What follows belongs to an exercise in optimizing a design on an open flow for small area, a short achievable clock period and few clock cycles; a production flow would make more cautious choices. At most, simulation tests tie the RTL to the original design; equivalence was not proved. Power and IR drop assume default switching activity.

## the baseline
## mml_voice
module mml_voice (
    input  wire        clk,
    input  wire        rst,         
    input  wire        in_valid,
    input  wire [7:0]  in_byte,
    input  wire        in_last,     
    output reg         in_ready,
    output reg         out_valid,
    input  wire        out_ready,
    output reg  [1:0]  out_kind,    
    output reg  [18:0] out_freq,    
    output reg  [28:0] out_dur,     
    output reg  [1:0]  out_fill,    
    output reg  [3:0]  out_vol,     
    output reg  [2:0]  out_err,     
    output reg         out_fg       
);
clock: 10.0 ns
lec_check: 0
abc_area: 1
cap_margin: 20
core_margin: 2
core_utilization: 40
slew_margin: 20
standard.sh (not shown) runs the stock make flow with config.mk's settings and CLKGATE_MAP_FILE= SYNTH_SCRIPT=/design/flow/synth_recipe.tcl, a recipe that flattens the netlist after the stock synthesis.
==> flow/flow/run.sh <==
#!/bin/bash
set -euo pipefail
bash standard.sh synth > synth.log 2>&1
bash standard.sh SETUP_SLACK_MARGIN=6.5 "BUFFER_PORTS_ARGS=-buffer_cell sky130_fd_sc_hd__buf_2" finish > layout.log 2>&1
--- input diff the baseline..the candidate ---
--- a/flow/design.v
+++ b/flow/design.v
@@ -184,20 +184,19 @@
     reg        q;
     begin
       t  = {r, b};
       sd = {1'b0, t} - {2'b00, d};
       q  = !sd[17];
       step1 = {q, q ? sd[15:0] : t[15:0]};
     end
   endfunction
-  wire [15:0] t_st  = {out_fg, freq_r[17:16], out_dur[28:16]};
   wire        a_b   = divt ? K240[dcnt] : out_dur[28];
-  wire [16:0] st_a  = step1(freq_r[15:0], a_b, divt ? t_st : len_sel);
-  wire [16:0] st_b  = step1(out_dur[15:0], K360[dcnt], t_st);
+  wire [16:0] st_a  = step1(freq_r[15:0], a_b, len_sel);
+  wire [16:0] st_b  = step1(out_dur[15:0], K360[dcnt], num);
   wire busy = stall;
   always @(*) begin
     in_ready = !s_valid;
     out_freq = {1'b0, freq_r};
     out_err  = out_vol[2:0];    
   end
   reg        w_consume;    
   reg        w_start;      
@@ -251,18 +250,17 @@
               end
               U_M: begin w_fin = 1'b0; err_code = E_BAD_M; end
               default: ;
             endcase
             if (!w_fin) begin
               w_err  = 1'b1;
               w_skip = !str_done;
             end else if (cmd == U_T) begin
-              w_tdiv  = 1'b1;
-              w_start = b_valid && !str_done;   
+              w_tdiv = 1'b1;                  
             end else if (cmd == U_N || cmd == U_NOTE || cmd == U_P) begin
               if (len_pow2) begin
                 w_tone  = 1'b1;
                 w_start = b_valid;
               end else begin
                 w_ldiv = 1'b1;
               end
             end else begin
@@ -272,17 +270,17 @@
           end else begin
             w_consume = b_valid;
           end
         end
       endcase
     end
   end
   wire needs_out = w_tone || w_end || w_err || w_tdiv || w_ldiv;
-  wire go        = !(needs_out && (endq || divt || (out_valid && !out_ready)));
+  wire go        = !(needs_out && (endq || (out_valid && !out_ready)));
   wire start     = w_start && go;
   wire go_skip   = w_skip && go;
   wire consume   = (w_consume || w_start || w_skip) && go;
   wire emit_tone = w_tone && go;
   wire emit_end  = w_end && go;
   wire emit_err  = w_err && go;
   wire fin       = w_fin && go;
   wire tdiv      = w_tdiv && go;
@@ -426,30 +424,31 @@
           errc <= E_BAD_ACC;
         end else begin
           semi <= is_flat ? semi - 4'd1 : semi + 4'd1;
         end
       end
     end
     if (tdiv) begin
       divt           <= 1'b1;
+      stall          <= 1'b1;
       dcnt           <= t_cnt0;
-      freq_r         <= {num[14:13], t_rema0};
-      out_dur        <= {num[12:0], t_remb0};
-      out_fg         <= num[15];
+      freq_r[15:0] <= t_rema0;
+      out_dur[15:0]  <= t_remb0;
       q240           <= 28'd0;
       q360           <= 29'd0;
-      if (!start) cmd <= U_NOP;
+      cmd            <= U_NOP;
     end
     if (divt) begin
       freq_r[15:0] <= st_a[15:0];
       out_dur[15:0]  <= st_b[15:0];
       q240           <= {q240[26:0], st_a[16]};
       q360           <= {q360[27:0], st_b[16]};
       dcnt           <= dcnt - 5'd1;
+      if (dcnt == 5'd1) stall <= 1'b0;    
       if (dcnt == 5'd0) divt <= 1'b0;
     end
     if (ldiv) begin
       divl           <= 1'b1;
       stall          <= 1'b1;
       dcnt           <= 5'd28;
       freq_r[15:0] <= 16'd0;
       out_dur        <= q_sel;
--- outcome ---
Depth of the worst register-to-register path, the baseline and the candidate, higher one = the baseline.
The launch point of the critical path comes out dcnt[1] in one run and dcnt[0] in the other, namely in the baseline and the candidate respectively.
Going from the baseline to the candidate, power lost 7.7%, critical path depth went down.
The candidate reached the end of the flow, and the finished layout is clean on the timing, DRC and antenna checks.
The candidate against the baseline: fraction of cell area in non-clock buffers saw an increase; detail-routed via count per cell fell 1.4%; period utilization shrank by 0.86 points.
Testbench counts of the candidate, summed over its fixed seeds: cycles 18,967.
Only the layout flow was run in the baseline; the RTL was not checked for function there.

afterwards: timing with drivers on the ports:
No port has a modelled driver above. Below, the same layouts with a new extraction and two added sets of constraints. Step 1, drivers: a clkbuf_16 drives clk and a buf_2 each remaining input, both assumed. Step 2 times the ports against the registers' clock, not the clock port: input delays grow and output delays shrink by t, the midpoint of the rising clock arrivals with the driver on. Three values: ideal, step 1, step 2; two values: the first two.
run | t (ns) | slack for setup (ns) | hold WS [ns] | worst setup path after step 2 | latest minus earliest clock arrival (ns)
the baseline | 0.610 | 6.484 / 6.484 / 5.927 | 0.456 / 0.456 / 0.456 | input to register | 0.018 / 0.018
the candidate | 0.589 | 6.569 / 6.560 / 6.034 | 0.450 / 0.450 / 0.450 | input to register | 0.015 / 0.015
After both steps setup and hold are still met in every run listed. The setup slack of the baseline, which loses most, moves by 0.000 ns with the drivers and by -0.557 ns with both steps.
